This is an optimization exercise on Yosys and OpenROAD, whose aim is small area and a short achievable clock period, not a production implementation.
Where RTL was checked, it was by simulation tests only, not by an equivalence proof against the original.
Function not checked in run 7: the RTL went through the layout flow alone.
Power is estimated from default activity; no workload was simulated.

[flow/flow/run.sh]
#!/bin/bash
# Layout flow: the standard ORFS flow (standard.sh) with these changes:
#  * synthesis is the standard synthesis script, except that ABC maps the
#    logic with the area-oriented script flow/abc.script (registers, their
#    names and cell types are untouched);
#  * ports are buffered with buf_1 cells instead of delay buffers;
#  * CTS uses the buffers in CTS_BUF_LIST without dummy loads.
# Each tool's output goes to the ORFS logs under orfs/logs and to flow_*.log here.
set -euo pipefail
W=$(pwd)
F=$W/flow

# synthesis script: synth_recipe.tcl sourcing a copy of ORFS synth.tcl whose
# abc call uses our script
sed "s#^  log_cmd abc {\*}\$abc_args#  log_cmd abc -script $F/abc.script {*}[lrange \$abc_args 2 end]#" \
    "$FLOW_HOME/scripts/synth.tcl" > "$W/my_synth.tcl"
grep -q "abc -script $F/abc.script" "$W/my_synth.tcl"
sed "s#source \$::env(SCRIPTS_DIR)/synth.tcl#source $W/my_synth.tcl#" "$W/synth_recipe.tcl" > "$W/my_synth_recipe.tcl"
grep -q "source $W/my_synth.tcl" "$W/my_synth_recipe.tcl"

cat "$F/extra.mk" >> "$W/config.mk"

sed "s#SYNTH_SCRIPT=[^ ]*synth_recipe.tcl#SYNTH_SCRIPT=$W/my_synth_recipe.tcl#" "$W/standard.sh" > "$W/my_standard.sh"
grep -q "SYNTH_SCRIPT=$W/my_synth_recipe.tcl" "$W/my_standard.sh"

bash "$W/my_standard.sh" > "$W/flow_make.log" 2>&1
[flow/flow/abc.script]
strash
&get -n
&dch
&nf
&put
[flow/flow/extra.mk]
export BUFFER_PORTS_ARGS = -buffer_cell sky130_fd_sc_hd__buf_1
export CTS_ARGS = -sink_clustering_enable -repair_clock_nets -dont_use_dummy_load -buf_list sky130_fd_sc_hd__clkbuf_8
[flow/standard.sh]
#!/bin/bash
# synth_recipe.tcl (not shown) runs the flow's synth.tcl, then flattens the netlist and writes it again
# the make line also repeats each setting of config.mk as NAME=value (left out here)
make -C /OpenROAD-flow-scripts/flow DESIGN_CONFIG=/design/flow/config.mk WORK_HOME=/design/flow/orfs CLKGATE_MAP_FILE= SYNTH_SCRIPT=/design/flow/synth_recipe.tcl "${@:-finish}"
[flow/config.mk]
export PLATFORM = sky130hd
export DESIGN_NAME = pwm_block
export DESIGN_NICKNAME = pwm_block
export VERILOG_FILES = /design/flow/design.v
export SDC_FILE = /design/flow/constraint.sdc
export NUM_CORES = 4
export LEC_CHECK = 0
export ABC_AREA = 1
export CAP_MARGIN = 20
export CORE_MARGIN = 2
export CORE_UTILIZATION = 40
export SLEW_MARGIN = 20
export BUFFER_PORTS_ARGS = -buffer_cell sky130_fd_sc_hd__buf_1
export CTS_ARGS = -sink_clustering_enable -repair_clock_nets -dont_use_dummy_load -buf_list sky130_fd_sc_hd__clkbuf_8
[flow/constraint.sdc]
create_clock -name core_clock -period 12.0 [get_ports {clk}]
set_input_delay 2.4000 -clock core_clock [delete_from_list [all_inputs] [get_ports {clk}]]
set_output_delay 2.4000 -clock core_clock [all_outputs]
set_load 0.01 [all_outputs]
[flow/design.v]
module pwm_block (
    input  wire        clk,
    input  wire        rst,
    input  wire        fast_tick,
    input  wire        slow_tick,
    input  wire        cmd_valid,
    input  wire [31:0] cmd,
    output reg         rsp_valid,
    output reg  [2:0]  rsp_err,
    output reg  [31:0] rsp_data,
    output wire [5:0]  out
);
    reg        [31:0] fast_q;
    reg        [31:0] slow_q;
    reg               slow_pend_q;
    reg        [5:0]  out_q;
    reg               pwm_on_q;
    reg        [15:0] thr_q;
    reg        [7:0]  step_q;
    reg               dir_q;
    reg        [2:0]  sch_q;
    reg               stopreq_q;
    reg        [1:0]  mode_q;       
    reg               cancelled_q;
    reg               f_illop_q;
    reg               f_busy_q;
    reg               f_invch_q;
    reg               f_operand_q;
    assign out = out_q;
    wire [3:0] op    = cmd[31:28];
    wire [2:0] c_ch  = cmd[27:25];
    wire       c_b   = cmd[24];
    wire [7:0] c_s8  = cmd[23:16];
    wire z_imm = ~|cmd[15:0];
    wire z_s8  = ~|c_s8;
    wire z_ch  = ~|c_ch;
    wire op_rdf   = (op == 4'h1);
    wire op_rds   = (op == 4'h2);
    wire op_rstf  = (op == 4'h3);
    wire op_rsts  = (op == 4'h4);
    wire op_set   = (op == 4'h5);
    wire op_poll  = (op == 4'h6);
    wire op_load  = (op == 4'h7);
    wire op_estep = (op == 4'h8);
    wire op_glow  = (op == 4'h9);
    wire op_pulse = (op == 4'hA);
    wire op_canc  = (op == 4'hB);
    wire op_rdst  = (op == 4'hC);
    wire op_rdenv = (op == 4'hD);
    wire legal =
        ((op_rdf | op_rds | op_rstf | op_rsts | op_canc | op_rdst | op_rdenv) & z_ch & ~c_b & z_s8 & z_imm) |
        (op_set & z_s8 & z_imm) |
        ((op_poll | op_glow) & ~c_b & z_s8) |
        (op_load & z_ch) |
        ((op_estep | op_pulse) & ~c_b & z_s8 & z_imm);
    wire busy    = mode_q[0] | mode_q[1];
    wire ch_bad  = c_ch[2] & c_ch[1];
    wire imm_bad = cmd[15] | (|cmd[14:9]) | (cmd[8:0] > 9'd500);
    wire need_idle = op_rstf | op_rsts | op_set | op_poll | op_load | op_estep | op_glow | op_pulse;
    wire need_ch   = op_set | op_poll | op_estep | op_glow | op_pulse;
    wire need_imm  = op_poll | op_glow;
    wire e_busy = need_idle & busy;
    wire e_ch   = need_ch & ch_bad;
    wire e_opnd = (need_imm & imm_bad) | (op_load & z_s8);
    wire [2:0] err =
        ~legal ? 3'd1 :
        e_busy ? 3'd2 :
        e_ch   ? 3'd3 :
        e_opnd ? 3'd4 : 3'd0;
    wire ok      = cmd_valid & legal & ~e_busy & ~e_ch & ~e_opnd;
    wire a_rstf  = ok & op_rstf;
    wire a_rsts  = ok & op_rsts;
    wire a_set   = ok & op_set;
    wire a_poll  = ok & op_poll;
    wire a_load  = ok & op_load;
    wire a_estep = ok & op_estep;
    wire a_glow  = ok & op_glow;
    wire a_pulse = ok & op_pulse;
    wire a_canc  = ok & op_canc;
    wire fg      = ~cmd_valid & busy;
    wire fg_stop = fg & stopreq_q;
    wire fg_glow = fg & ~stopreq_q & mode_q[0];
    wire fg_env  = fg & ~stopreq_q & mode_q[1] & slow_pend_q;
    wire thr_neg = thr_q[15];
    wire thr_hi  = ~thr_q[15] & ((|thr_q[14:9]) | (thr_q[8:0] >= 9'd500));
    wire clamp   = thr_neg | thr_hi;
    wire [9:0] ea = {1'b0, thr_q[8:0]};
    wire [9:0] eb = {2'b0, step_q ^ {8{dir_q}}};
    reg  [9:0] pg_g, pg_p, cy;
    reg  [9:0] gg, pp;
    integer m, n;
    always @(*) begin
        pg_g = ea & eb;
        pg_p = ea ^ eb;
        gg = pg_g;
        pp = pg_p;
        gg[0] = pg_g[0] | (pg_p[0] & dir_q);
        for (m = 1; m < 10; m = m * 2)
            for (n = 9; n >= m; n = n - 1) begin
                gg[n] = gg[n] | (pp[n] & gg[n - m]);
                pp[n] = pp[n] & pp[n - m];
            end
        cy = {gg[8:0], dir_q};
    end
    wire [9:0] v = pg_p ^ cy;
    wire       xneg = dir_q & ~v[9] & ~v[8];
    wire [7:0] dp   = dir_q ? {1'b0, v[9], v[7:2]} : v[9:2];
    reg [5:0] qp;
    reg [4:0] r, rn;
    integer k;
    always @(*) begin
        qp[5] = (dp[7:5] >= 3'd5);
        case (dp[7:5])
            3'd0, 3'd5: r = 5'b00001;
            3'd1, 3'd6: r = 5'b00010;
            3'd2, 3'd7: r = 5'b00100;
            3'd3:       r = 5'b01000;
            default:    r = 5'b10000;
        endcase
        for (k = 4; k >= 0; k = k - 1) begin
            qp[k] = r[3] | r[4] | (r[2] & dp[k]);
            rn[0] = dp[k] ? r[2] : r[0];
            rn[1] = dp[k] ? r[0] : r[3];
            rn[2] = dp[k] ? r[3] : r[1];
            rn[3] = dp[k] ? r[1] : r[4];
            rn[4] = dp[k] ? r[4] : r[2];
            r = rn;
        end
    end
    reg [3:0] qy;
    reg [4:0] ry, ryn;
    always @(*) begin
        qy[3] = (v[7:5] >= 3'd5);
        case (v[7:5])
            3'd0, 3'd5: ry = 5'b00001;
            3'd1, 3'd6: ry = 5'b00010;
            3'd2, 3'd7: ry = 5'b00100;
            3'd3:       ry = 5'b01000;
            default:    ry = 5'b10000;
        endcase
        for (k = 2; k >= 0; k = k - 1) begin
            qy[k]  = ry[3] | ry[4] | (ry[2] & v[k + 2]);
            ryn[0] = v[k + 2] ? ry[2] : ry[0];
            ryn[1] = v[k + 2] ? ry[0] : ry[3];
            ryn[2] = v[k + 2] ? ry[3] : ry[1];
            ryn[3] = v[k + 2] ? ry[1] : ry[4];
            ryn[4] = v[k + 2] ? ry[4] : ry[2];
            ry = ryn;
        end
    end
    wire [4:0] qn = {1'b0, qy} + 5'd20 + {4'd0, ry[4] & (v[1:0] != 2'b00)};
    wire [15:0] env_new = thr_hi  ? {11'd0, 2'b11, 2'b00, dir_q} :
                          thr_neg ? 16'd0 :
                          xneg    ? {{11{qn[4]}}, qn} :
                                    {10'd0, qp};
    wire [7:0]  env_step_n = clamp ? 8'd1 : step_q;
    wire        env_dir_n  = dir_q ^ clamp;
    wire       do_env  = a_estep | fg_env;
    wire       do_poll = a_poll | do_env | fg_glow;
    wire [2:0] pch     = cmd_valid ? c_ch : sch_q;
    wire fz      = ~|fast_q[31:9];
    wire lt500   = fz & (fast_q[8:0] < 9'd500);
    wire gt500   = ~fz | (fast_q[8:0] > 9'd500);
    wire lt_imm  = fz & (fast_q[8:0] < cmd[8:0]);
    wire lt_raw  = fz & (fast_q[8:0] < thr_q[8:0]);
    wire lt_thr  = thr_hi ? lt500 : (~thr_neg & lt_raw);
    wire lt      = a_poll ? lt_imm : lt_thr;
    wire set_on  = gt500 | (~pwm_on_q & lt);
    wire set_off = pwm_on_q & lt500;
    wire p_wr    = do_poll & (set_on | set_off);
    reg [31:0] fast_inc, slow_inc;
    reg [31:0] fc, sc;
    reg [7:0]  fg4, sg4;
    reg [8:0]  fC, sC;
    integer j;
    always @(*) begin
        for (j = 0; j < 8; j = j + 1) begin
            fg4[j] = &fast_q[4*j +: 4];
            sg4[j] = &slow_q[4*j +: 4];
        end
        fC[0] = 1'b1;
        for (j = 0; j < 8; j = j + 1)
            fC[j + 1] = fC[j] & fg4[j];
        for (j = 0; j < 8; j = j + 1) begin
            fc[4*j]     = fC[j];
            fc[4*j + 1] = fC[j] & fast_q[4*j];
            fc[4*j + 2] = fC[j] & fast_q[4*j] & fast_q[4*j + 1];
            fc[4*j + 3] = fC[j] & fast_q[4*j] & fast_q[4*j + 1] & fast_q[4*j + 2];
        end
        fast_inc = fast_q ^ (fc & {32{fast_tick}});
        sc[0] = 1'b1;
        sc[1] = slow_q[0];
        sc[2] = ~(slow_q[0] & slow_q[1]);
        sc[3] = slow_q[2] | (slow_q[0] & slow_q[1]);
        sC[1] = sc[3] & slow_q[3];
        for (j = 1; j < 8; j = j + 1)
            sC[j + 1] = sC[j] & sg4[j];
        for (j = 1; j < 8; j = j + 1) begin
            sc[4*j]     = sC[j];
            sc[4*j + 1] = sC[j] & slow_q[4*j];
            sc[4*j + 2] = sC[j] & slow_q[4*j] & slow_q[4*j + 1];
            sc[4*j + 3] = sC[j] & slow_q[4*j] & slow_q[4*j + 1] & slow_q[4*j + 2];
        end
        sC[0] = 1'b0;
        slow_inc = slow_q ^ (sc & {32{slow_tick}});
    end
    wire fast_clr = a_rstf | a_pulse | (do_poll & gt500);
    wire slow_clr = a_rsts | a_pulse;
    reg [5:0] out_n;
    integer i;
    always @(*) begin
        out_n = out_q;
        for (i = 0; i < 6; i = i + 1) begin
            if (a_set && c_ch == i)
                out_n[i] = c_b;
            if (p_wr && pch == i)
                out_n[i] = set_on;
        end
    end
    wire [31:0] rd_data =
        ({32{op_rdf}}   & fast_q) |
        ({32{op_rds}}   & slow_q) |
        ({32{op_rdst}}  & {12'd0, f_operand_q, f_invch_q, f_busy_q, f_illop_q,
                           1'b0, sch_q, cancelled_q, stopreq_q, mode_q,
                           dir_q, pwm_on_q, out_q}) |
        ({32{op_rdenv}} & {8'd0, step_q, thr_q});
    always @(posedge clk) begin
        rsp_err  <= err;
        rsp_data <= legal ? rd_data : 32'd0;
    end
    always @(posedge clk) begin
        if (rst) begin
            fast_q      <= 32'd0;
            slow_q      <= 32'd0;
            slow_pend_q <= 1'b0;
            out_q       <= 6'd0;
            pwm_on_q    <= 1'b0;
            thr_q       <= 16'd20;
            step_q      <= 8'd1;
            dir_q       <= 1'b0;
            sch_q       <= 3'd0;
            stopreq_q   <= 1'b0;
            mode_q      <= 2'd0;
            cancelled_q <= 1'b0;
            f_illop_q   <= 1'b0;
            f_busy_q    <= 1'b0;
            f_invch_q   <= 1'b0;
            f_operand_q <= 1'b0;
            rsp_valid   <= 1'b0;
        end else begin
            rsp_valid <= cmd_valid;
            fast_q <= fast_clr ? {31'd0, fast_tick} : fast_inc;
            slow_q <= slow_clr ? {29'd0, slow_tick, 1'b0, slow_tick} : slow_inc;
            if (a_pulse | fg_env)
                slow_pend_q <= slow_tick;
            else if (slow_tick)
                slow_pend_q <= 1'b1;
            out_q <= out_n;
            if (p_wr)
                pwm_on_q <= set_on;
            else if (a_glow | a_pulse)
                pwm_on_q <= 1'b0;
            if (a_load | a_glow)
                thr_q <= cmd[15:0];
            else if (a_pulse)
                thr_q <= 16'd20;
            else if (do_env)
                thr_q <= env_new;
            if (a_load)
                step_q <= c_s8;
            else if (a_pulse)
                step_q <= 8'd1;
            else if (do_env)
                step_q <= env_step_n;
            if (a_load)
                dir_q <= c_b;
            else if (a_pulse)
                dir_q <= 1'b0;
            else if (do_env)
                dir_q <= env_dir_n;
            if (a_glow | a_pulse)
                sch_q <= c_ch;
            if (a_glow | a_pulse | fg_stop)
                stopreq_q <= 1'b0;
            else if (a_canc & busy)
                stopreq_q <= 1'b1;
            if (a_glow)
                mode_q <= 2'd1;
            else if (a_pulse)
                mode_q <= 2'd2;
            else if (fg_stop)
                mode_q <= 2'd0;
            if (a_glow | a_pulse)
                cancelled_q <= 1'b0;
            else if (fg_stop)
                cancelled_q <= 1'b1;
            if (cmd_valid) begin
                if (err == 3'd1) f_illop_q   <= 1'b1;
                if (err == 3'd2) f_busy_q    <= 1'b1;
                if (err == 3'd3) f_invch_q   <= 1'b1;
                if (err == 3'd4) f_operand_q <= 1'b1;
            end
        end
    end
endmodule
==> results.sh, run 1 <==
export IMPL_status="finished clean"
export IMPL_num_vias=7440
export IMPL_dp_hpwl_um=17000
export IMPL_rsz0062_at_grt="false"
export IMPL_htree_levels=4
export IMPL_syn_nets=953
export IMPL_setup_viol=0
export IMPL_worstPathArrival_ns=6.30
export IMPL_period_share=0.4980
export IMPL_diodes=0
export IMPL_synth_edff_count=0
export IMPL_cts_buffers=17
export IMPL_drive_above_1_share=0.03622
export IMPL_setup_worst_path_class="in -> reg"
export IMPL_worst_pin_slew_ns=1.114
export IMPL_ys_ff_latch=144
export IMPL_start_util=0.4104
export IMPL_grt_max_degree=48
export IMPL_maxClockFrequency_mhz=167.3
export IMPL_synth_top_area_cell="dfxtp_1"
export IMPL_num_fill_cells=1861
export IMPL_synthCells=888
export IMPL_post_route_min_period_ns=5.976
export IMPL_maxCapViolations=0
export IMPL_start_kind="input port"
export IMPL_area_growth_pct=12.57
export IMPL_ctsResizeCount=0
export IMPL_antenna_left=0
export IMPL_ys_warn_count=1
export IMPL_clockBufferDepth=2
export IMPL_grt_pass1_wl_um=36840
export IMPL_drt_initial_drc_count=675
export IMPL_portBuffers=78
export IMPL_fp_dieW_um=140.5
export IMPL_root_buffer="clkbuf_8"
export IMPL_first_global_vias=6879
export IMPL_post_cts_setup_buffers=0
export IMPL_gp_congestion=0.9441
export IMPL_vias_per_cell=6.083
export IMPL_synth_area_um2=7448
export IMPL_drt_wirelength_per_cell_um=18.76
export IMPL_vdd_drop_max_mv=0.06225
export IMPL_insertion_delay_ns=0.45
export IMPL_track_usage=0.2353
export IMPL_crit_chain="buf_1 > or3_1 > or4_1 > nor2_1 > nor4b_1 > o31a_1 > nand2_1 > a21oi_1 > or3_1 > nor2_1 > a311oi_1"
export IMPL_drc_errors=0
export IMPL_grt_ovfl_total=0
export IMPL_cts_tree="built"
export IMPL_timing_final_hold_violations=0
export IMPL_drt_pass1_iter_count=8
export IMPL_critPathMaxStageDelay_ns=0.89
export IMPL_cpMaxStageDelayCell="a21oi_1"
export IMPL_finalSetupTns_ns=0
export IMPL_dieArea_um2=19730
export IMPL_crit_buf_inv=1
export IMPL_relSlewSlack=0.2383
export IMPL_ioPinCount=79
export IMPL_hp_class="reg -> reg"
export IMPL_ys_types=57
export IMPL_finClkSkew_ns=0.02687
export IMPL_synthTopCellsByArea="dfxtp_1 39%, nor2_1 6.2%, a21oi_1 5.4%"
export IMPL_hold_buffers=0
export IMPL_drt_total_wl_um=22950
export IMPL_synth_area_per_cell_um2=8.388
export IMPL_fin_util=0.4620
export IMPL_synth_common_cells="144 x dfxtp_1, 124 x nor2_1, 81 x a21oi_1"
export IMPL_critPathTopFamily="simple AND/OR/NAND/NOR gates"
export IMPL_synth_top_cell_area_share=0.3870
export IMPL_cp_end_kind="register"
export IMPL_path_max_fanout=14
export IMPL_power_leakage_nw=2.875
export IMPL_ys_flop_type="dfxtp_1"
export IMPL_final_nets=1061
export IMPL_synth_async_reset_ratio=0
export IMPL_yosysMostFrequentCell="dfxtp_1"
export IMPL_die_y_um=140.5
export IMPL_clkTransAtPathRegs_ns=0.07
export IMPL_cp_data_required_time_ns=12.33
export IMPL_drv_slew=0
export IMPL_synth_seq_area_share=0.3870
export IMPL_antenna_found_initial=0
export IMPL_rows=49
export IMPL_powerDensity_nw_per_um2=97.16
export IMPL_core_um2=18150
export IMPL_cts_sinks=144
## cells in the final DEF (no fill, tap or decap), types with 4 or more instances in the layout
master,Yosys,final
ha_1,27,27
a222oi_1,24,24
mux2_1,4,4
and3_1,18,18
o21a_1,5,5
nand4_1,7,7
o311ai_0,7,7
a211oi_1,21,20
or2_0,9,8
nor3b_1,4,4
xnor2_1,13,13
nor2_1,124,124
nand3_1,23,23
buf_4,0,11
a221oi_1,5,5
nand4b_1,4,4
and2_0,19,19
a311oi_1,6,6
a21oi_1,81,81
xor2_1,13,13
clkinv_1,28,28
and4_1,15,15
nand2_1,56,56
nand2b_1,9,9
a22oi_1,17,17
dfxtp_1,144,144
nor4_1,17,16
o31ai_1,6,6
a2111oi_0,4,4
buf_1,0,77
o211ai_1,14,14
nor3_1,66,63
a31oi_1,13,13
clkbuf_8,0,17
or3_1,4,4
mux2i_1,13,13
o21ai_0,28,28
## cell type report
type / count / area [µm²] / share of cell area
Multi-Input combinational cell: 716 / 4499 / 0.5366
Timing Repair Buffer: 89 / 376.6 / 0.04492
Inverter: 28 / 105.1 / 0.01254
Tap cell: 229 / 286.5 / 0.03417
Sequential cell: 144 / 2883 / 0.3438
Clock buffer: 17 / 234.0 / 0.02791
## where the power goes
part	internal, mW	total (mW)	leakage (nW)	switching (mW)
registers	0.481	0.486	1.16	0.00464
clock network	0.125	0.281	0.122	0.157
logic	0.0148	0.0474	1.59	0.0326
total	0.621	0.815	2.88	0.194
## per-layer routing
layer	global-route usage	routed length, µm	part of all wire	vias up
li1	-	-	-	3643
met1	0.3249	10570	0.46	3477
met2	0.3664	10220	0.45	277
met3	0.04821	1521	0.066	43
met4	0.08263	639	0.028	0
met5	0	0	0	-
## registers in the layout, indices dropped and copies added, names as in the netlist, 2 cells and up
register  count
rsp_data     32
mode_q        2
thr_q        16
fast_q       32
out_q         6
slow_q       32
rsp_err       3
sch_q         3
step_q        8
## worst reg2reg max path: cells and delay by family, from the launching register on
family	cells	cell delay, ns
AOI/OAI and AO/OA	6	1.69
adders and majority gates	3	0.93
xor gates and xnor gates	2	0.77
DFF	1	0.68
and+or+nand+nor	2	0.61
muxes	2	0.50
## through the flow
| stage | setup slack, ns | total power, mW | hold slack, ns | area [µm²] | std cells |
|---|---|---|---|---|---|
| after floorplan | 6.266 | 0.5184 | 0.4360 | 7448 | 888 |
| after global placement | 5.514 | 0.5435 | 0.4510 | 8139 | 1206 |
| after detailed placement | 5.650 | 0.5431 | 0.4673 | 8145 | 1206 |
| after CTS | 6.096 | 0.8208 | 0.4653 | 8379 | 1223 |
| after global routing | 5.665 | 0.8472 | 0.4766 | 8384 | 1223 |
| final | 6.024 | 0.8146 | 0.4656 | 8384 | 1223 |
## final timing paths
kind / from / end / slack, ns / cells after the start
worst max-delay path: cmd[11] / thr_q[5]$_SDFFE_PP0P_ / 6.02 / 11
worst min-delay path: slow_q[7]$_SDFF_PP0_ / rsp_data[7]$_SDFF_PP0_ / 0.47 / 2
worst max register to register: dir_q$_SDFFE_PP0P_ / thr_q[7]$_SDFFE_PP0P_ / 6.72 / 15
worst min register to register: slow_q[7]$_SDFF_PP0_ / rsp_data[7]$_SDFF_PP0_ / 0.47 / 2
## kinds of logic after synthesis
group | after synthesis | share of synthesized area
buf+inv | 28 | 0.01411
mux | 17 | 0.02352
flops | 144 | 0.3870
simple gates | 388 | 0.2614
xor+xnor | 26 | 0.03057
fa+ha+maj | 28 | 0.04804
compound gates | 257 | 0.2353
==> run 2, diff against run 1 <==
==> flow/flow/extra.mk (replaced) <==
export BUFFER_PORTS_ARGS = -buffer_cell sky130_fd_sc_hd__buf_1
export CTS_ARGS = -sink_clustering_enable -repair_clock_nets -dont_use_dummy_load -buf_list sky130_fd_sc_hd__clkbuf_8
export SETUP_SLACK_MARGIN = 7.5
--- a/flow/config.mk
+++ b/flow/config.mk
@@ -14 +14,2 @@
 export CTS_ARGS = -sink_clustering_enable -repair_clock_nets -dont_use_dummy_load -buf_list sky130_fd_sc_hd__clkbuf_8
+export SETUP_SLACK_MARGIN = 7.5
==> run 2 against run 1 <==
Still clean. Die area is the same. First-iteration DRC count grew 2.8%. Total power grew 3.3%. Fmax grew 21%. Critical endpoint is now slow_q[7]$_SDFF_PP0_. Global-route usage grew 2.8 points. Worst setup slack gained 1.0 ns. Highest routed layer unchanged. Flip-flop and latch count is the same. Final cell count grew 6.3%. Critical path type unchanged. Cell area grew 19%.
==> results.sh, run 2 <==
export IMPL_finalPower_uw=841.7
export IMPL_dp_hpwl_um=17210
export IMPL_start_util=0.4104
export IMPL_synth_seq_area_share=0.3870
export IMPL_cp_data_required_time_ns=12.31
export IMPL_dieArea_um2=19730
export IMPL_rows=49
export IMPL_gp_congestion=0.9389
export IMPL_grt_max_degree=48
export IMPL_drc_errors=0
export IMPL_setup_worst_path_class="in -> reg"
export IMPL_synth_async_reset_ratio=0
export IMPL_status="finished clean"
export IMPL_num_fill_cells=1689
export IMPL_powerDensity_nw_per_um2=84.71
export IMPL_drt_wirelength_per_cell_um=20.42
export IMPL_diodes=0
export IMPL_grt_pass1_wl_um=40740
export IMPL_finalSetupTns_ns=0
export IMPL_maxClockFrequency_mhz=202.5
export IMPL_routed_wl_met2_um=12020
export IMPL_antenna_left=0
export IMPL_hold_buffers=0
export IMPL_synth_top_area_cell="dfxtp_1"
export IMPL_drv_slew=0
export IMPL_ys_types=57
export IMPL_worstPathArrival_ns=5.25
export IMPL_synth_edff_count=0
export IMPL_maxCapViolations=0
export IMPL_fp_dieW_um=140.5
export IMPL_grt_ovfl_total=0
export IMPL_core_um2=18150
export IMPL_finClkSkew_ns=0.03867
export IMPL_antenna_found_initial=0
export IMPL_post_route_min_period_ns=4.938
export IMPL_drive_above_1_share=0.2241
export IMPL_setup_viol=0
export IMPL_clkTransAtPathRegs_ns=0.08
export IMPL_cts_tree="built"
export IMPL_cts_buffers=17
export IMPL_track_usage=0.2628
export IMPL_power_leakage_nw=3.493
export IMPL_portBuffers=78
export IMPL_cp_end_kind="register"
export IMPL_rsz0062_at_grt="true"
export IMPL_syn_nets=953
export IMPL_drt_pass1_iter_count=8
export IMPL_synth_common_cells="144 x dfxtp_1, 124 x nor2_1, 81 x a21oi_1"
export IMPL_num_vias=8041
export IMPL_synth_area_um2=7448
export IMPL_timing_final_hold_violations=0
export IMPL_ff_latch_area_um2=2884
export IMPL_root_buffer="clkbuf_8"
export IMPL_top_regs="fast_q: 32 flops, rsp_data: 32 flops, slow_q: 32 flops"
export IMPL_final_cell_mix="143 x dfxtp_1, 116 x nor2_1, 66 x a21oi_1, 64 x buf_1, 62 x buf_4"
export IMPL_vdd_drop_max_mv=0.06825
export IMPL_ys_ff_latch=144
export IMPL_final_common_cell="dfxtp_1"
export IMPL_drt_total_wl_um=26540
export IMPL_final_nets=1138
export IMPL_start_kind="input port"
export IMPL_die_y_um=140.5
export IMPL_synth_area_per_cell_um2=8.388
export IMPL_synth_top_cell_area_share=0.3870
export IMPL_insertion_delay_ns=0.47
export IMPL_ys_flop_type="dfxtp_1"
export IMPL_cts_sinks=144
export IMPL_multi_input_area_um2=5330
export IMPL_yosysMostFrequentCell="dfxtp_1"
export IMPL_drt_initial_drc_count=694
export IMPL_synthCells=888
export IMPL_clockBufferDepth=2
export IMPL_wl_met3_um=1977
export IMPL_met1_length_um=11450
export IMPL_hp_class="reg -> reg"
export IMPL_ys_warn_count=1
export IMPL_htree_levels=4
export IMPL_worst_pin_slew_ns=0.9282
export IMPL_ioPinCount=79
export IMPL_topRoutingLayerUsed="met4"
export IMPL_period_share=0.4115
export IMPL_area_growth_pct=33.39
export IMPL_relSlewSlack=0.3652
export IMPL_first_global_vias=7418
export IMPL_synthTopCellsByArea="dfxtp_1 39%, nor2_1 6.2%, a21oi_1 5.4%"
export IMPL_path_max_fanout=31
export IMPL_vias_per_cell=6.185
-- run 2: cell counts after synthesis --
No cell type changed its count.
-- run 2: cells by family (layout without fill, tap and decap cells) --
family	after synthesis	after routing	share of synthesized area
fa+ha+maj	28	28	0.04804
simple gates	388	392	0.2614
flops	144	144	0.3870
mux	17	17	0.02352
xor+xnor	26	26	0.03057
compound gates	257	260	0.2353
buf+inv	28	204	0.01411
-- run 2: area by class of cell --
class,instances,area share
Inverter,28,0.01070
Tap cell,229,0.02884
Timing Repair Buffer,159,0.1102
Sequential cell,144,0.2903
Multi-Input combinational cell,723,0.5365
Clock buffer,17,0.02355
-- run 2: timing repair --
item / 4_1_cts / 5_1_grt
pin swaps: 42 / 18
setup buffers: 51 / 23
cloned: 7 / 0
gates resized for setup: 113 / 54
setup endpoints to repair: 123 / 104
-- run 2: final timing paths --
path / endpoint / depth (start not counted) / slack [ns] / startpoint
worst min register to register: rsp_data[11]$_SDFF_PP0_ / 2 / 0.46 / slow_q[11]$_SDFF_PP0_
worst max register to register: thr_q[3]$_SDFFE_PP0P_ / 18 / 7.40 / step_q[0]$_SDFFE_PP1P_
worst max-delay path: slow_q[7]$_SDFF_PP0_ / 11 / 7.06 / cmd[11]
worst min-delay path: rsp_data[11]$_SDFF_PP0_ / 2 / 0.46 / slow_q[11]$_SDFF_PP0_
-- run 2: per-layer routing --
layer,vias up,GRT usage
met1,3836,0.3478
met3,57,0.05880
met2,329,0.4190
met4,0,0.1026
met5,-,0
li1,3819,-
-- run 2: power by group --
part	switching, mW	internal, mW	leakage (nW)
logic	0.0427	0.0242	2.21
clock network	0.164	0.125	0.122
registers	0.00502	0.481	1.16
total	0.212	0.630	3.49
-- run 2: per-stage QoR --
stage | setup WS [ns] | cell area (µm²) | hold WS (ns) | instances | utilization
2_1_floorplan | 6.996 | 7620 | 0.4360 | 888 | -
3_3_place_gp | 6.262 | 8274 | 0.4473 | 1202 | 0.4559
3_5_place_dp | 6.226 | 8274 | 0.4461 | 1202 | 0.4559
4_1_cts | 7.258 | 9492 | 0.4572 | 1277 | 0.5230
5_1_grt | 6.942 | 9936 | 0.4979 | 1300 | 0.5475
6_report | 7.062 | 9936 | 0.4600 | 1300 | 0.5475
-- run 2: worst max-delay path, cell delays in order --
cell and delay [ns]:
buf_6 0.10, or3_4 0.39, or4_4 0.47, nor2_4 0.11, nor4b_4 0.24, o31a_1 0.32
nand2_4 0.13, buf_4 0.16, a21oi_1 0.35, or2_4 0.45, nor3_1 0.13
==> run 3, diff against run 2 <==
==> flow/flow/extra.mk (replaced) <==
export BUFFER_PORTS_ARGS = -buffer_cell sky130_fd_sc_hd__buf_1
export CTS_ARGS = -sink_clustering_enable -repair_clock_nets -dont_use_dummy_load -buf_list sky130_fd_sc_hd__clkbuf_8
export SETUP_SLACK_MARGIN = 7
--- a/flow/config.mk
+++ b/flow/config.mk
@@ -14,2 +14,2 @@
 export CTS_ARGS = -sink_clustering_enable -repair_clock_nets -dont_use_dummy_load -buf_list sky130_fd_sc_hd__clkbuf_8
-export SETUP_SLACK_MARGIN = 7.5
+export SETUP_SLACK_MARGIN = 7
==> run 3 against run 2 <==
Still clean. Synthesized area unchanged. Final cell count is 3.3% lower. Register-to-register slack improved by 0.12 ns. Synthesized cell count did not move. Total power fell by 1.9%. Critical endpoint is now out_q[3]$_SDFFE_PP0P_. Largest power group unchanged.
==> results.sh, run 3 <==
export IMPL_p_sw_uw=200.6
export IMPL_insertion_delay_ns=0.45
export IMPL_timing_final_hold_violations=0
export IMPL_synth_area_um2=7448
export IMPL_core_um2=18150
export IMPL_power_share_clock=0.344
export IMPL_pwr_share_seq=0.588
export IMPL_final_cell_mix="143 x dfxtp_1, 120 x nor2_1, 78 x a21oi_1, 69 x buf_1, 61 x nor3_1"
export IMPL_maxClockFrequency_mhz=201.8
export IMPL_ys_ff_latch=144
export IMPL_status="finished clean"
export IMPL_dp_hpwl_um=16950
export IMPL_drt_wirelength_per_cell_um=19.29
export IMPL_clockBufferDepth=2
export IMPL_antenna_left=0
export IMPL_grt_max_degree=49
export IMPL_drt_initial_drc_count=752
export IMPL_diodes=0
export IMPL_yosysMostFrequentCell="dfxtp_1"
export IMPL_start_util=0.4104
export IMPL_synth_area_per_cell_um2=8.388
export IMPL_syn_nets=953
export IMPL_relSlewSlack=0.2743
export IMPL_grt_pass1_wl_um=37820
export IMPL_antenna_found_initial=0
export IMPL_drt_total_wl_um=24250
export IMPL_worst_pin_slew_ns=1.061
export IMPL_drc_errors=0
export IMPL_drt_pass1_iter_count=5
export IMPL_ys_warn_count=1
export IMPL_root_buffer="clkbuf_8"
export IMPL_rsz0062_at_grt="true"
export IMPL_synth_top_cell_area_share=0.3870
export IMPL_fp_dieW_um=140.5
export IMPL_final_common_cell="dfxtp_1"
export IMPL_power_leakage_nw=3.160
export IMPL_maxCapViolations=0
export IMPL_synth_async_reset_ratio=0
export IMPL_p_sw_frac=0.2429
export IMPL_top_regs="fast_q: 32 flops, rsp_data: 32 flops, slow_q: 32 flops"
export IMPL_cts_tree="built"
export IMPL_cts_sinks=144
export IMPL_hp_class="reg -> reg"
export IMPL_start_kind="input port"
export IMPL_synth_common_cells="144 x dfxtp_1, 124 x nor2_1, 81 x a21oi_1"
export IMPL_multi_input_area_um2=4836
export IMPL_gp_congestion=0.8977
export IMPL_finalSetupTns_ns=0
export IMPL_final_nets=1095
export IMPL_p_int_uw=625.4
export IMPL_vias_per_cell=6.041
export IMPL_finClkSkew_ns=0.02281
export IMPL_num_vias=7593
export IMPL_p_comb_frac=0.068
export IMPL_portBuffers=78
export IMPL_vdd_drop_max_mv=0.08807
export IMPL_setup_worst_path_class="in -> reg"
export IMPL_setup_viol=0
export IMPL_ys_types=57
export IMPL_drv_slew=0
export IMPL_htree_levels=4
export IMPL_rows=49
export IMPL_finalPower_uw=826.0
export IMPL_die_y_um=140.5
export IMPL_period_share=0.4130
export IMPL_track_usage=0.2424
export IMPL_cp_data_required_time_ns=12.35
export IMPL_first_global_vias=6911
export IMPL_clkTransAtPathRegs_ns=0.07
export IMPL_cp_end_kind="register"
export IMPL_post_route_min_period_ns=4.956
export IMPL_grt_ovfl_total=0
export IMPL_powerDensity_nw_per_um2=91.79
export IMPL_cts_buffers=17
export IMPL_drive_above_1_share=0.1226
export IMPL_dieArea_um2=19730
export IMPL_path_max_fanout=4
export IMPL_area_growth_pct=20.81
export IMPL_num_fill_cells=1822
export IMPL_ioPinCount=79
export IMPL_synth_edff_count=0
export IMPL_worstPathArrival_ns=5.31
export IMPL_synth_seq_area_share=0.3870
export IMPL_synth_top_area_cell="dfxtp_1"
export IMPL_synthCells=888
export IMPL_synthTopCellsByArea="dfxtp_1 39%, nor2_1 6.2%, a21oi_1 5.4%"
export IMPL_ys_flop_type="dfxtp_1"
export IMPL_ff_latch_area_um2=2884
run 3: logic make-up (layout without fill, tap and decap cells):
group / count (synthesis) / after routing / share of synthesized area
and+or+nand+nor: 388 / 391 / 0.2614
AOI/OAI and AO/OA: 257 / 258 / 0.2353
DFF: 144 / 144 / 0.3870
adders and majority gates: 28 / 28 / 0.04804
buffers and inverters: 28 / 164 / 0.01411
xor gates and xnor gates: 26 / 26 / 0.03057
muxes: 17 / 17 / 0.02352
run 3: routing by layer:
metal | global-route usage | up-vias | wire length (µm)
met5 | 0 | - | 0
met4 | 0.05684 | 0 | 513
met3 | 0.04855 | 34 | 1694
met2 | 0.3893 | 263 | 11160
met1 | 0.3374 | 3577 | 10880
li1 | - | 3719 | -
run 3: stage by stage:
step / hold WS, ns / utilization / instance area, µm² / setup slack, ns / instances
after floorplan: 0.4360 / - / 7590 / 6.991 / 888
after global placement: 0.4532 / 0.4546 / 8250 / 6.211 / 1203
after detailed placement: 0.4557 / 0.4546 / 8250 / 6.140 / 1203
after CTS: 0.4637 / 0.4804 / 8717 / 7.001 / 1238
after global routing: 0.4955 / 0.4959 / 8999 / 6.965 / 1257
final: 0.4646 / 0.4959 / 8999 / 7.044 / 1257
run 3: timing repair:
action,4_1_cts,5_1_grt
endpoints found under the setup margin,96,98
gates cloned,3,1
setup buffers,15,18
pin swaps,6,7
hold buffers,0,0
resized for setup,23,41
run 3: worst paths after layout:
| path | slack, ns | start | cells past startpoint | endpoint |
|---|---|---|---|---|
| worst max-delay path | 7.04 | cmd[11] | 14 | out_q[3]$_SDFFE_PP0P_ |
| worst min-delay path | 0.46 | slow_q[11]$_SDFF_PP0_ | 2 | rsp_data[11]$_SDFF_PP0_ |
| worst max register to register | 7.52 | step_q[0]$_SDFFE_PP1P_ | 19 | thr_q[8]$_SDFFE_PP0P_ |
| worst min register to register | 0.46 | slow_q[11]$_SDFF_PP0_ | 2 | rsp_data[11]$_SDFF_PP0_ |
run 3: layout make-up:
cell class	instances	area share
clock buffer	17	0.02600
sequential	144	0.3205
multi-input combinational	720	0.5374
timing repair buffer	119	0.07258
inverter	28	0.01168
tap	229	0.03184
run 3: critical path, cell delays in order:
cell      delay [ns]
buf_6           0.09
or3_4           0.41
or4_4           0.46
nor2_4          0.10
nor4b_4         0.27
o31a_1          0.31
buf_6           0.15
a41o_1          0.17
a31oi_1         0.05
o31a_1          0.35
buf_4           0.16
nand4b_1        0.11
nor2_1          0.05
a211oi_1        0.23
run 3: power groups by stage:
stage | Combinational [mW] | Clock, mW | Sequential [mW]
floorplan | 0.0251 | 0 | 0.495
global placement | 0.0478 | 0 | 0.497
detailed placement | 0.0479 | 0 | 0.497
CTS | 0.0519 | 0.286 | 0.486
global route | 0.0613 | 0.307 | 0.486
finish | 0.0562 | 0.284 | 0.486
==> run 4, diff against run 3 <==
--- a/flow/flow/extra.mk
+++ b/flow/flow/extra.mk
@@ -3 +3,2 @@
 export SETUP_SLACK_MARGIN = 7
+export RECOVER_POWER = 50
--- a/flow/config.mk
+++ b/flow/config.mk
@@ -15 +15,2 @@
 export SETUP_SLACK_MARGIN = 7
+export RECOVER_POWER = 50
==> run 4 against run 3 <==
Now fails the layout checks on max-capacitance violations, max-slew violations. Cell area down 0.58%. Total power fell by 0.36%. Flip-flop and latch count stayed put. Utilization fell by 0.29 points. Fmax decreased by 15%. First-iteration DRC count shrank 6.3%. Sequential power about the same. Via count is 0.38% higher. Register-to-register slack barely moved.
==> results.sh, run 4 <==
export IMPL_antenna_found_initial=0
export IMPL_ys_ff_latch=144
export IMPL_violations="max-capacitance violations, max-slew violations"
export IMPL_drt_total_wl_um=24270
export IMPL_grt_ovfl_total=0
export IMPL_dieArea_um2=19730
export IMPL_synth_area_per_cell_um2=8.388
export IMPL_layout_cells_non_filler=1257
export IMPL_top_regs="fast_q: 32 flops, rsp_data: 32 flops, slow_q: 32 flops"
export IMPL_finalPower_uw=823.1
export IMPL_drv_slew=33
export IMPL_cts_buffers=17
export IMPL_drt_initial_drc_count=705
export IMPL_rows=49
export IMPL_finalSetupTns_ns=0
export IMPL_antenna_left=0
export IMPL_synth_async_reset_ratio=0
export IMPL_drive_above_1_share=0.1128
export IMPL_drc_errors=0
export IMPL_ioPinCount=79
export IMPL_ys_warn_count=1
export IMPL_setup_ws_ns=6.188
export IMPL_place_inst=1203
export IMPL_root_buffer="clkbuf_8"
export IMPL_ys_types=57
export IMPL_relSlewSlack=-0.1698
export IMPL_synth_seq_area_share=0.3870
export IMPL_vdd_drop_max_mv=0.08800
export IMPL_post_dp_cell_area_um2=8250
export IMPL_hold_start="slow_q[11]$_SDFF_PP0_"
export IMPL_vias_per_cell=6.064
export IMPL_num_vias=7622
export IMPL_setup_worst_path_class="in -> reg"
export IMPL_synth_top_cell_area_share=0.3870
export IMPL_drt_wirelength_per_cell_um=19.31
export IMPL_worst_pin_slew_ns=1.755
export IMPL_synth_area_um2=7448
export IMPL_synth_top_area_cell="dfxtp_1"
export IMPL_die_y_um=140.5
export IMPL_maxCapViolations=1
export IMPL_area_growth_pct=20.11
export IMPL_cp_end_kind="register"
export IMPL_cp_data_required_time_ns=12.30
export IMPL_clockBufferDepth=2
export IMPL_cts_tree="built"
export IMPL_power_leakage_nw=3.131
export IMPL_setup_viol=0
export IMPL_maxClockFrequency_mhz=172.1
export IMPL_fp_dieW_um=140.5
export IMPL_diodes=0
export IMPL_grt_max_degree=49
export IMPL_start_util=0.4104
export IMPL_first_global_vias=6911
export IMPL_path_max_fanout=32
export IMPL_hp_class="reg -> reg"
export IMPL_drt_pass1_iter_count=7
export IMPL_post_route_min_period_ns=5.812
export IMPL_rsz0062_at_grt="true"
export IMPL_final_area_um2=8946
export IMPL_timing_rr_start="step_q[0]$_SDFFE_PP1P_"
export IMPL_grt_pass1_wl_um=37820
export IMPL_final_nets=1095
export IMPL_synthCells=888
export IMPL_status="finished with violations"
export IMPL_cts_sinks=144
export IMPL_ys_flop_type="dfxtp_1"
export IMPL_core_um2=18150
export IMPL_period_share=0.4843
export IMPL_finClkSkew_ns=0.02331
export IMPL_gp_congestion=0.8977
export IMPL_yosysMostFrequentCell="dfxtp_1"
export IMPL_dp_slack_ns=6.140
export IMPL_synth_edff_count=0
export IMPL_syn_nets=953
export IMPL_powerDensity_nw_per_um2=92.01
export IMPL_portBuffers=78
export IMPL_final_cell_mix="143 x dfxtp_1, 121 x nor2_1, 79 x a21oi_1, 68 x buf_1, 63 x nor3_1"
export IMPL_synthTopCellsByArea="dfxtp_1 39%, nor2_1 6.2%, a21oi_1 5.4%"
export IMPL_final_common_cell="dfxtp_1"
export IMPL_crit_path_start="cmd[28]"
export IMPL_track_usage=0.2424
export IMPL_worstPathArrival_ns=6.11
export IMPL_clkTransAtPathRegs_ns=0.07
export IMPL_dp_hpwl_um=16950
export IMPL_insertion_delay_ns=0.45
export IMPL_htree_levels=4
export IMPL_timing_final_hold_violations=0
export IMPL_synth_common_cells="144 x dfxtp_1, 124 x nor2_1, 81 x a21oi_1"
export IMPL_start_kind="input port"
run 4: cell counts after synthesis:
No cell type changed its count.
run 4: cell type report:
class / count / area (µm²)
Tap cell: 229 / 286.5
Timing Repair Buffer: 119 / 633.1
Inverter: 28 / 105.1
Multi-Input combinational cell: 720 / 4803
Fill cell: 1833 / 9201
Clock buffer: 17 / 234.0
Sequential cell: 144 / 2884
run 4: worst max-delay path, stage by stage:
cell and delay (ns):
clkbuf_1 0.32, nand2b_1 0.27, o21a_1 0.21, nor3_1 0.06, a211o_1 0.26, clkbuf_1 0.10, nor3_1 0.56, clkbuf_1 1.33
nor2_1 0.30, a21oi_1 0.25, nor2_1 0.05
run 4: worst paths after layout:
kind	endpoint	slack [ns]	cells after the start
setup reg to reg	thr_q[8]$_SDFFE_PP0P_	7.51	19
hold reg to reg	rsp_data[11]$_SDFF_PP0_	0.46	2
setup / recovery	f_operand_q$_SDFFE_PP0P_	6.19	11
hold / removal	rsp_data[11]$_SDFF_PP0_	0.46	2
run 4: per-layer routing:
metal  wire (µm)  vias up  track usage
li1            -     3723            -
met1       10900     3582       0.3374
met2       11250      283       0.3893
met3        1641       34      0.04855
met4         473        0      0.05684
met5           0        -            0
run 4: per-stage QoR:
step | hold WS (ns) | util
2_1_floorplan | 0.4360 | -
4_1_cts | 0.4637 | 0.4804
5_1_grt | 0.4955 | 0.4930
3_3_place_gp | 0.4532 | 0.4546
6_report | 0.4646 | 0.4930
3_5_place_dp | 0.4557 | 0.4546
run 4: kinds of logic (layout without fill, tap and decap cells):
kind of cell	count (synthesis)	count (layout)	share of synthesized area
AO/OA/AOI/OAI	257	258	0.2353
XOR/XNOR	26	26	0.03057
adder cells (fa/ha/maj)	28	28	0.04804
buffers and inverters	28	164	0.01411
flip-flops	144	144	0.3870
multiplexers	17	17	0.02352
AND/OR/NAND/NOR	388	391	0.2614
run 4: report_power, final:
group / switching (mW) / internal (mW)
Sequential: 0.00489 / 0.481
Combinational: 0.0366 / 0.0191
Clock: 0.157 / 0.125
run 4: repair_timing:
item | in CTS | in global routing
setup buffers | 15 | 18
endpoints found under the setup margin | 96 | 98
pin swaps | 6 | 7
resized for setup | 23 | 41
hold buffers | 0 | 0
cloned | 3 | 1
==> run 5, diff against run 4 <==
--- a/flow/flow/extra.mk
+++ b/flow/flow/extra.mk
@@ -3,2 +3,2 @@
 export SETUP_SLACK_MARGIN = 7
-export RECOVER_POWER = 50
+export RECOVER_POWER = 100
--- a/flow/config.mk
+++ b/flow/config.mk
@@ -15,2 +15,2 @@
 export SETUP_SLACK_MARGIN = 7
-export RECOVER_POWER = 50
+export RECOVER_POWER = 100
==> run 5 against run 4 <==
The layout still fails its checks (max-capacitance violations, max-slew violations). Largest power group unchanged. Fmax is 5.2% lower. Global-route usage unchanged. Sequential share of layout area grew 0.45 points.
==> results.sh, run 5 <==
export IMPL_rsz0062_at_grt="true"
export IMPL_final_cell_mix="143 x dfxtp_1, 121 x nor2_1, 79 x a21oi_1, 68 x buf_1, 65 x nor3_1"
export IMPL_drt_total_wl_um=24200
export IMPL_maxClockFrequency_mhz=163.2
export IMPL_path_max_fanout=15
export IMPL_antenna_found_initial=0
export IMPL_first_global_vias=6911
export IMPL_fp_dieW_um=140.5
export IMPL_root_buffer="clkbuf_8"
export IMPL_pwr_share_seq=0.591
export IMPL_power_leakage_nw=3.071
export IMPL_maxCapViolations=2
export IMPL_dieArea_um2=19730
export IMPL_dp_hpwl_um=16950
export IMPL_critPathMaxStageDelay_ns=1.32
export IMPL_num_vias=7559
export IMPL_portBuffers=78
export IMPL_grt_max_degree=49
export IMPL_drive_above_1_share=0.09825
export IMPL_insertion_delay_ns=0.45
export IMPL_clockBufferDepth=2
export IMPL_finalSetupTns_ns=0
export IMPL_cts_sinks=144
export IMPL_start_util=0.4104
export IMPL_critPathTopFamily="simple AND/OR/NAND/NOR gates"
export IMPL_synth_seq_area_share=0.3870
export IMPL_cp_end_kind="register"
export IMPL_cts_buffers=17
export IMPL_post_route_min_period_ns=6.129
export IMPL_period_share=0.5107
export IMPL_power_share_clock=0.344
export IMPL_p_int_uw=623.5
export IMPL_ioPinCount=79
export IMPL_violations="max-capacitance violations, max-slew violations"
export IMPL_cp_data_required_time_ns=12.25
export IMPL_final_nets=1095
export IMPL_reg2reg_slack_ns=7.34
export IMPL_antenna_left=0
export IMPL_final_common_cell="dfxtp_1"
export IMPL_vias_per_cell=6.014
export IMPL_synth_edff_count=0
export IMPL_cpMaxStageDelayCell="o2111ai_1"
export IMPL_ys_flop_type="dfxtp_1"
export IMPL_die_y_um=140.5
export IMPL_hold_buffers=0
export IMPL_ys_ff_latch=144
export IMPL_synth_area_per_cell_um2=8.388
export IMPL_area_growth_pct=18.46
export IMPL_synthCells=888
export IMPL_vdd_drop_max_mv=0.08807
export IMPL_synth_async_reset_ratio=0
export IMPL_yosysMostFrequentCell="dfxtp_1"
export IMPL_start_kind="input port"
export IMPL_relSlewSlack=-0.1562
export IMPL_synth_top_area_cell="dfxtp_1"
export IMPL_synth_top_cell_area_share=0.3870
export IMPL_timing_final_hold_violations=0
export IMPL_path_common_cell="clkbuf_1"
export IMPL_powerDensity_nw_per_um2=93.17
export IMPL_cts_tree="built"
export IMPL_clkTransAtPathRegs_ns=0.07
export IMPL_setup_worst_path_class="in -> reg"
export IMPL_ys_warn_count=1
export IMPL_grt_pass1_wl_um=37820
export IMPL_drt_pass1_iter_count=6
export IMPL_htree_levels=4
export IMPL_grt_ovfl_total=0
export IMPL_setup_viol=0
export IMPL_drc_errors=0
export IMPL_finalPower_uw=822.1
export IMPL_core_um2=18150
export IMPL_ys_types=57
export IMPL_worst_pin_slew_ns=1.734
export IMPL_syn_nets=953
export IMPL_rows=49
export IMPL_diodes=0
export IMPL_crit_buf_inv=4
export IMPL_hp_class="reg -> reg"
export IMPL_top_regs="fast_q: 32 flops, rsp_data: 32 flops, slow_q: 32 flops"
export IMPL_track_usage=0.2424
export IMPL_p_comb_frac=0.065
export IMPL_gp_congestion=0.8977
export IMPL_drt_initial_drc_count=654
export IMPL_status="finished with violations"
export IMPL_synthTopCellsByArea="dfxtp_1 39%, nor2_1 6.2%, a21oi_1 5.4%"
export IMPL_drv_slew=49
export IMPL_finClkSkew_ns=0.02295
export IMPL_drt_wirelength_per_cell_um=19.26
export IMPL_synth_area_um2=7448
export IMPL_hold_slack_ns=0.4664
export IMPL_p_sw_uw=198.6
export IMPL_synth_common_cells="144 x dfxtp_1, 124 x nor2_1, 81 x a21oi_1"
export IMPL_worstPathArrival_ns=6.38
export IMPL_p_sw_frac=0.2416
export IMPL_crit_chain="clkbuf_1 > clkinv_1 > nand2b_1 > nand3_1 > and3_1 > nor3_1 > nand2_1 > clkbuf_1 > clkbuf_4 > o2111ai_1 > nor2_1"
-- run 5: routing by layer --
| metal | GRT usage | share of wire | vias up |
|---|---|---|---|
| met2 | 0.3893 | 0.46 | 250 |
| met4 | 0.05684 | 0.022 | 0 |
| met3 | 0.04855 | 0.062 | 37 |
| met1 | 0.3374 | 0.46 | 3557 |
| li1 | - | - | 3715 |
| met5 | 0 | 0 | - |
-- run 5: final cells by class --
cell class / instances / area, µm²
Tap cell: 229 / 286.5
Clock buffer: 17 / 234.0
Timing Repair Buffer: 119 / 584.3
Inverter: 28 / 105.1
Multi-Input combinational cell: 720 / 4730
Sequential cell: 144 / 2884
Fill cell: 1851 / 9324
-- run 5: cells by family (layout without fill, tap and decap cells) --
kind of cell,Yosys count,after routing,share of synthesized area
adders and majority gates,28,28,0.04804
and+or+nand+nor,388,391,0.2614
AOI/OAI and AO/OA,257,258,0.2353
xor gates and xnor gates,26,26,0.03057
buffers and inverters,28,164,0.01411
DFF,144,144,0.3870
muxes,17,17,0.02352
-- run 5: tightest hold or removal path: stages (launching register included) --
cell and delay (ns):
dfxtp_1 0.31, nand2_1 0.06, a21oi_1 0.05
-- run 5: worst paths after layout --
kind,from,endpoint,cells after the start
setup / recovery,cmd[28],fast_q[1]$_SDFF_PP0_,11
hold / removal,slow_q[11]$_SDFF_PP0_,rsp_data[11]$_SDFF_PP0_,2
setup reg to reg,step_q[0]$_SDFFE_PP1P_,thr_q[8]$_SDFFE_PP0P_,17
hold reg to reg,slow_q[11]$_SDFF_PP0_,rsp_data[11]$_SDFF_PP0_,2
-- run 5: stage by stage --
| step | cell area (µm²) | setup WS (ns) | utilization | std cells |
|---|---|---|---|---|
| 5_1_grt | 8823 | 5.710 | 0.4862 | 1257 |
| 6_report | 8823 | 5.871 | 0.4862 | 1257 |
| 3_5_place_dp | 8250 | 6.140 | 0.4546 | 1203 |
| 2_1_floorplan | 7590 | 6.991 | - | 888 |
| 3_3_place_gp | 8250 | 6.211 | 0.4546 | 1203 |
| 4_1_cts | 8717 | 7.001 | 0.4804 | 1238 |
-- run 5: timing repair --
item                       in CTS  in global routing
pin swaps                       6                  7
setup endpoints to repair      96                 98
setup buffers                  15                 18
cloned                          3                  1
resized for setup              23                 41
-- run 5: power groups by stage --
stage	clock network (mW)	registers, mW	logic (mW)
after floorplan	0	0.495	0.0251
after global routing	0.307	0.486	0.0584
after detailed placement	0	0.497	0.0479
after global placement	0	0.497	0.0478
final	0.283	0.486	0.0533
after CTS	0.286	0.486	0.0519
==> run 6, diff against run 5 <==
==> flow/flow/extra.mk (replaced) <==
export BUFFER_PORTS_ARGS = -buffer_cell sky130_fd_sc_hd__buf_1
export CTS_ARGS = -sink_clustering_enable -repair_clock_nets -dont_use_dummy_load -buf_list sky130_fd_sc_hd__clkbuf_8
export SETUP_SLACK_MARGIN = 6.5
--- a/flow/config.mk
+++ b/flow/config.mk
@@ -14,3 +14,2 @@
 export CTS_ARGS = -sink_clustering_enable -repair_clock_nets -dont_use_dummy_load -buf_list sky130_fd_sc_hd__clkbuf_8
-export SETUP_SLACK_MARGIN = 7
-export RECOVER_POWER = 100
+export SETUP_SLACK_MARGIN = 6.5
==> run 6 against run 5 <==
The run now finishes clean. Final cell count fell by 2.4%. Worst setup slack better by 0.88 ns. Critical path depth is 2 higher. Hold slack better by 0.0020 ns. First-iteration DRC count grew 11%. Wire length fell by 4.2%. Die area did not move. Highest routed layer unchanged. Flip-flop and latch count is the same. Via count decreased by 0.86%. Largest power group unchanged.
==> results.sh, run 6 <==
export IMPL_first_global_vias=6710
export IMPL_synth_seq_area_share=0.3870
export IMPL_grt_use_met3=0.05231
export IMPL_synth_area_um2=7448
export IMPL_synth_common_cells="144 x dfxtp_1, 124 x nor2_1, 81 x a21oi_1"
export IMPL_powerDensity_nw_per_um2=96.33
export IMPL_vias_per_cell=6.108
export IMPL_cts_buffers=17
export IMPL_critPathTopFamily="simple AND/OR/NAND/NOR gates"
export IMPL_ys_flop_type="dfxtp_1"
export IMPL_maxCapViolations=0
export IMPL_clockBufferDepth=2
export IMPL_hold_path_depth=2
export IMPL_cts_tree="built"
export IMPL_busiest_layer="met2"
export IMPL_worst_pin_slew_ns=1.031
export IMPL_root_buffer="clkbuf_8"
export IMPL_ys_ff_latch=144
export IMPL_use_met2=0.3684
export IMPL_synth_adder_area_share=0.04804
export IMPL_finalSetupTns_ns=0
export IMPL_setup_viol=0
export IMPL_dp_hpwl_um=16990
export IMPL_setup_worst_path_class="in -> reg"
export IMPL_layout_cells_non_filler=1227
export IMPL_r2r_cells=15
export IMPL_synthMuxAreaShare=0.02352
export IMPL_met1_usage=0.3170
export IMPL_cts_sinks=144
export IMPL_ys_types=57
export IMPL_crit_chain="buf_1 > or3_1 > or4_1 > nor2_1 > nor4b_2 > o31a_1 > nand2_4 > o211ai_1 > nand2_1 > o2111ai_2 > buf_6 > o21bai_1 > nor2_1"
export IMPL_synth_area_per_cell_um2=8.388
export IMPL_grt_max_degree=48
export IMPL_synth_top_family_by_area="simple AND/OR/NAND/NOR gates"
export IMPL_reg2reg_slack_ns=6.90
export IMPL_synth_async_reset_ratio=0
export IMPL_synthCells=888
export IMPL_area_growth_pct=14.55
export IMPL_cp_end_kind="register"
export IMPL_gp_congestion=0.9543
export IMPL_num_vias=7494
export IMPL_drt_pass1_iter_count=5
export IMPL_drive_above_1_share=0.05311
export IMPL_hold_start="slow_q[11]$_SDFF_PP0_"
export IMPL_grt_ovfl_total=0
export IMPL_synth_top_cell_area_share=0.3870
export IMPL_final_common_cell="dfxtp_1"
export IMPL_portBuffers=78
export IMPL_synth_top_area_cell="dfxtp_1"
export IMPL_worstHoldEndpoint="rsp_data[11]$_SDFF_PP0_"
export IMPL_clkTransAtPathRegs_ns=0.08
export IMPL_crit_buf_inv=2
export IMPL_ys_warn_count=1
export IMPL_grt_pass1_wl_um=36070
export IMPL_ioPinCount=79
export IMPL_worstReg2RegEnd="thr_q[8]$_SDFFE_PP0P_"
export IMPL_synth_xor_area_frac=0.03057
export IMPL_dieArea_um2=19730
export IMPL_hp_class="reg -> reg"
export IMPL_relSlewSlack=0.3089
export IMPL_timing_rr_start="dir_q$_SDFFE_PP0P_"
export IMPL_synth_edff_count=0
export IMPL_core_um2=18150
export IMPL_vdd_drop_max_mv=0.06420
export IMPL_top_regs="fast_q: 32 flops, rsp_data: 32 flops, slow_q: 32 flops"
export IMPL_diodes=0
export IMPL_worstPathArrival_ns=5.60
export IMPL_cp_data_required_time_ns=12.35
export IMPL_drt_wirelength_per_cell_um=18.90
export IMPL_path_max_fanout=23
export IMPL_critPathMaxStageDelay_ns=0.48
export IMPL_hold_buffers=0
export IMPL_rows=49
export IMPL_antenna_left=0
export IMPL_finClkSkew_ns=0.02338
export IMPL_syn_nets=953
export IMPL_synth_simple_gate_area_share=0.2614
export IMPL_power_leakage_nw=2.940
export IMPL_timing_final_hold_violations=0
export IMPL_fp_dieW_um=140.5
export IMPL_post_route_min_period_ns=5.250
export IMPL_insertion_delay_ns=0.47
export IMPL_htree_levels=4
export IMPL_rsz0062_at_grt="true"
export IMPL_die_y_um=140.5
export IMPL_synth_compound_area_frac=0.2353
export IMPL_maxClockFrequency_mhz=190.5
export IMPL_drt_initial_drc_count=723
export IMPL_synthTopCellsByArea="dfxtp_1 39%, nor2_1 6.2%, a21oi_1 5.4%"
export IMPL_antenna_found_initial=0
export IMPL_path_common_cell="nor2_1"
export IMPL_drt_total_wl_um=23200
export IMPL_final_nets=1065
export IMPL_drv_slew=0
export IMPL_status="finished clean"
export IMPL_drc_errors=0
export IMPL_track_usage=0.2327
export IMPL_period_share=0.4375
export IMPL_start_kind="input port"
export IMPL_cpMaxStageDelayCell="or4_1"
export IMPL_start_util=0.4104
export IMPL_place_inst=1206
export IMPL_final_cell_mix="144 x dfxtp_1, 122 x nor2_1, 79 x a21oi_1, 76 x buf_1, 62 x nor3_1"
export IMPL_yosysMostFrequentCell="dfxtp_1"
## run 6: cell counts after synthesis
No cell type changed its count.
## run 6: final cells by class
type / count / area, µm²
clock buffers: 17 / 234.0
flip-flops and latches: 144 / 2883
fillers: 1833 / 9615
multi-input cells: 716 / 4608
well taps: 229 / 286.5
inverters: 28 / 105.1
repair buffers: 93 / 415.4
## run 6: cells by family after synthesis
family | after synthesis
AO/OA/AOI/OAI | 257
XOR/XNOR | 26
adder cells (fa/ha/maj) | 28
buffers and inverters | 28
flip-flops | 144
multiplexers | 17
AND/OR/NAND/NOR | 388
## run 6: worst max-delay path by stage
stage                              to  slack, ns       from  cells past startpoint
2_1_floorplan  f_invch_q$_SDFFE_PP0P_       6.43    cmd[29]                      8
3_3_place_gp    slow_q[30]$_SDFF_PP0_       5.70  slow_tick                     11
3_5_place_dp    thr_q[5]$_SDFFE_PP0P_       5.65    cmd[11]                     11
4_1_cts         thr_q[5]$_SDFFE_PP0P_       6.54    cmd[11]                     11
5_1_grt         slow_q[30]$_SDFF_PP0_       6.43  slow_tick                     12
6_report        fast_q[24]$_SDFF_PP0_       6.75    cmd[11]                     13
## run 6: where the power goes
group          switching [mW]  internal [mW]
Sequential            0.00467          0.481
Combinational          0.0340         0.0157
Clock                   0.162          0.125
## run 6: layer usage
layer,share of wire,vias up
met5,0,-
met4,0.022,0
met1,0.45,3552
li1,-,3651
met2,0.46,255
met3,0.069,36
## run 6: through the flow
stage | power (mW) | instance area [µm²] | util | setup slack, ns | hold WS, ns
floorplan | 0.5186 | 7470 | - | 6.435 | 0.4360
global placement | 0.5442 | 8144 | 0.4488 | 5.703 | 0.4486
detailed placement | 0.5435 | 8155 | 0.4494 | 5.648 | 0.4605
CTS | 0.8248 | 8442 | 0.4652 | 6.543 | 0.4705
global route | 0.8564 | 8532 | 0.4701 | 6.429 | 0.4844
finish | 0.8219 | 8532 | 0.4701 | 6.750 | 0.4684
## run 6: what timing repair did
item | 4_1_cts | 5_1_grt
setup endpoints to repair | 59 | 84
buffers inserted | 1 | 3
resized for setup | 11 | 15
pin swaps | 0 | 2
## run 6: tightest hold or removal path: stages, from the launching register on
cell and delay [ns]:
dfxtp_1 0.32, nand2_1 0.05, a21oi_1 0.05
==> run 7, diff against run 6 <==
--- a/flow/design.v
+++ b/flow/design.v
@@ -163,6 +163,7 @@
     wire gt500   = ~fz | (fast_q[8:0] > 9'd500);
-    wire lt_imm  = fz & (fast_q[8:0] < cmd[8:0]);
-    wire lt_raw  = fz & (fast_q[8:0] < thr_q[8:0]);
+    wire       is_poll = cmd_valid & op_poll;
+    wire [8:0] pthr    = is_poll ? cmd[8:0] : thr_q[8:0];
+    wire lt_raw  = fz & (fast_q[8:0] < pthr);
     wire lt_thr  = thr_hi ? lt500 : (~thr_neg & lt_raw);
-    wire lt      = a_poll ? lt_imm : lt_thr;
+    wire lt      = is_poll ? lt_raw : lt_thr;
     wire set_on  = gt500 | (~pwm_on_q & lt);
==> run 7 against run 6 <==
Clock skew up 0.022 ns. Synthesized area shrank 2.3%. Clock-buffer cell count is the same. Synthesized cell count shrank 0.79%. Non-clock buffer count up 7. Wire length rose by 1.1%. Sequential power is essentially flat. Cell area about the same.
==> results.sh, run 7 <==
export IMPL_drive_above_1_share=0.08882
export IMPL_synth_top_family_by_area="simple AND/OR/NAND/NOR gates"
export IMPL_grt_ovfl_total=0
export IMPL_syn_nets=938
export IMPL_yosysMostFrequentCell="dfxtp_1"
export IMPL_ioPinCount=79
export IMPL_final_common_cell="dfxtp_1"
export IMPL_htree_levels=4
export IMPL_num_vias=7366
export IMPL_root_buffer="clkbuf_8"
export IMPL_worstPathArrival_ns=5.70
export IMPL_maxClockFrequency_mhz=188.2
export IMPL_drc_errors=0
export IMPL_dieArea_um2=19290
export IMPL_synth_xor_area_frac=0.03490
export IMPL_setup_viol=0
export IMPL_synth_area_per_cell_um2=8.261
export IMPL_grt_pass1_wl_um=36380
export IMPL_relSlewSlack=0.3886
export IMPL_synthMuxAreaShare=0.02837
export IMPL_synth_adder_area_share=0.03541
export IMPL_ys_ff_latch=144
export IMPL_start_util=0.4066
export IMPL_clkTransAtPathRegs_ns=0.09
export IMPL_portBuffers=78
export IMPL_synth_simple_gate_area_share=0.2701
export IMPL_synthTopCellsByArea="dfxtp_1 40%, a21oi_1 7.0%, nor2_1 6.6%"
export IMPL_synth_async_reset_ratio=0
export IMPL_powerDensity_nw_per_um2=96.80
export IMPL_synth_compound_area_frac=0.2295
export IMPL_period_share=0.4427
export IMPL_timing_final_hold_violations=0
export IMPL_antenna_left=0
export IMPL_synthCells=881
export IMPL_synth_top_area_cell="dfxtp_1"
export IMPL_track_usage=0.2369
export IMPL_drt_pass1_iter_count=6
export IMPL_rows=49
export IMPL_synth_area_um2=7278
export IMPL_vias_per_cell=5.984
export IMPL_fp_dieW_um=138.9
export IMPL_antenna_found_initial=0
export IMPL_ys_warn_count=1
export IMPL_die_y_um=138.9
export IMPL_synth_edff_count=0
export IMPL_synth_seq_area_share=0.3961
export IMPL_core_um2=17900
export IMPL_ys_types=57
export IMPL_cts_buffers=17
export IMPL_finClkSkew_ns=0.04529
export IMPL_fin_util=0.4764
export IMPL_dp_hpwl_um=16490
export IMPL_maxCapViolations=0
export IMPL_finalSetupTns_ns=0
export IMPL_synth_common_cells="144 x dfxtp_1, 128 x nor2_1, 102 x a21oi_1"
export IMPL_final_cell_mix="143 x dfxtp_1, 125 x nor2_1, 101 x a21oi_1, 71 x buf_1, 62 x nand2_1"
export IMPL_timing_rr_start="step_q[0]$_SDFFE_PP1P_"
export IMPL_setup_worst_path_class="in -> reg"
export IMPL_cts_tree="built"
export IMPL_drt_initial_drc_count=696
export IMPL_grt_max_degree=49
export IMPL_rsz0062_at_grt="false"
export IMPL_synth_top_cell_area_share=0.3961
export IMPL_worst_pin_slew_ns=0.9137
export IMPL_area_growth_pct=17.19
export IMPL_start_kind="input port"
export IMPL_power_leakage_nw=2.983
export IMPL_vdd_drop_max_mv=0.06416
export IMPL_clockBufferDepth=2
export IMPL_final_nets=1061
export IMPL_status="finished clean"
run 7: cell count changes in the layout (fill, tap and decap cells not counted), moves of 7 or more:
cell and delta:
o211ai_1 -8, nand3_1 +10, and4_1 -11, clkinv_1 -17, nand2_1 +7, ha_1 -8
buf_4 +9, a21oi_1 +22
run 7: worst max-delay path, stage by stage:
cell and delay (ns):
clkbuf_4 0.19, nor4bb_4 0.19, buf_4 0.17, buf_4 0.16, nor2_1 0.19, nor3_1 0.07, a211o_1 0.29, nor3_4 0.31
o21bai_1 0.25, nor3_2 0.13, a211o_1 0.38, nand2_1 0.09, o211ai_1 0.24, nand2b_2 0.39, a311oi_1 0.23
run 7: final timing paths:
path                            slack, ns  depth (start not counted)                      to
worst max-delay path                 6.69                         15   fast_q[29]$_SDFF_PP0_
worst min-delay path                 0.47                          2  f_illop_q$_SDFFE_PP0P_
worst max register to register       7.13                         19   thr_q[7]$_SDFFE_PP0P_
worst min register to register       0.47                          2  f_illop_q$_SDFFE_PP0P_
run 7: report_power, final:
group	internal [mW]	total (mW)	switching, mW	leakage [nW]
logic	0.0162	0.0520	0.0359	1.70
registers	0.481	0.486	0.00433	1.16
clock network	0.124	0.288	0.164	0.122
total	0.622	0.826	0.204	2.98
run 7: area by class of cell:
cell class / count / area [µm²]
well taps: 229 / 286.5
multi-input cells: 730 / 4614
clock buffers: 17 / 234.0
flip-flops and latches: 144 / 2884
inverters: 11 / 41.29
repair buffers: 100 / 469.2
fillers: 1790 / 9373
run 7: cell families (layout without fill, tap and decap cells):
logic type,Yosys count,count (layout)
buffers and inverters,11,128
adder cells (fa/ha/maj),20,20
flip-flops,144,144
AND/OR/NAND/NOR,401,405
multiplexers,20,20
AO/OA/AOI/OAI,256,256
XOR/XNOR,29,29
run 7: repair_timing:
action	CTS	global route
gates cloned	2	2
gates resized for setup	15	30
endpoints found under the setup margin	68	66
hold buffers	0	0
buffers inserted	3	12
pin swaps	3	8
run 7: per-layer routing:
| metal | track usage | vias to the layer above | share of wire |
|---|---|---|---|
| met3 | 0.04006 | 43 | 0.059 |
| met2 | 0.3651 | 249 | 0.44 |
| li1 | - | 3606 | - |
| met1 | 0.3316 | 3468 | 0.47 |
| met5 | 0 | - | 0 |
| met4 | 0.09410 | 0 | 0.027 |
run 7: through the flow:
stage | std cells | setup WS, ns | instance area [µm²] | hold slack [ns] | power [mW]
after detailed placement | 1195 | 5.067 | 8015 | 0.4561 | 0.5431
after global routing | 1231 | 6.458 | 8529 | 0.4964 | 0.8503
after floorplan | 881 | 6.102 | 7377 | 0.4369 | 0.5173
after CTS | 1217 | 6.505 | 8349 | 0.4755 | 0.8263
final | 1231 | 6.688 | 8529 | 0.4731 | 0.8257
after global placement | 1195 | 5.160 | 8015 | 0.4498 | 0.5432

Setup slack of run 7, layout unchanged: 6.688 ns with ideal ports, 6.692 ns with driving cells assumed (clock clkbuf_16, inputs buf_2), 6.191 ns with port delays also shifted by the 0.502 ns mid clock arrival.
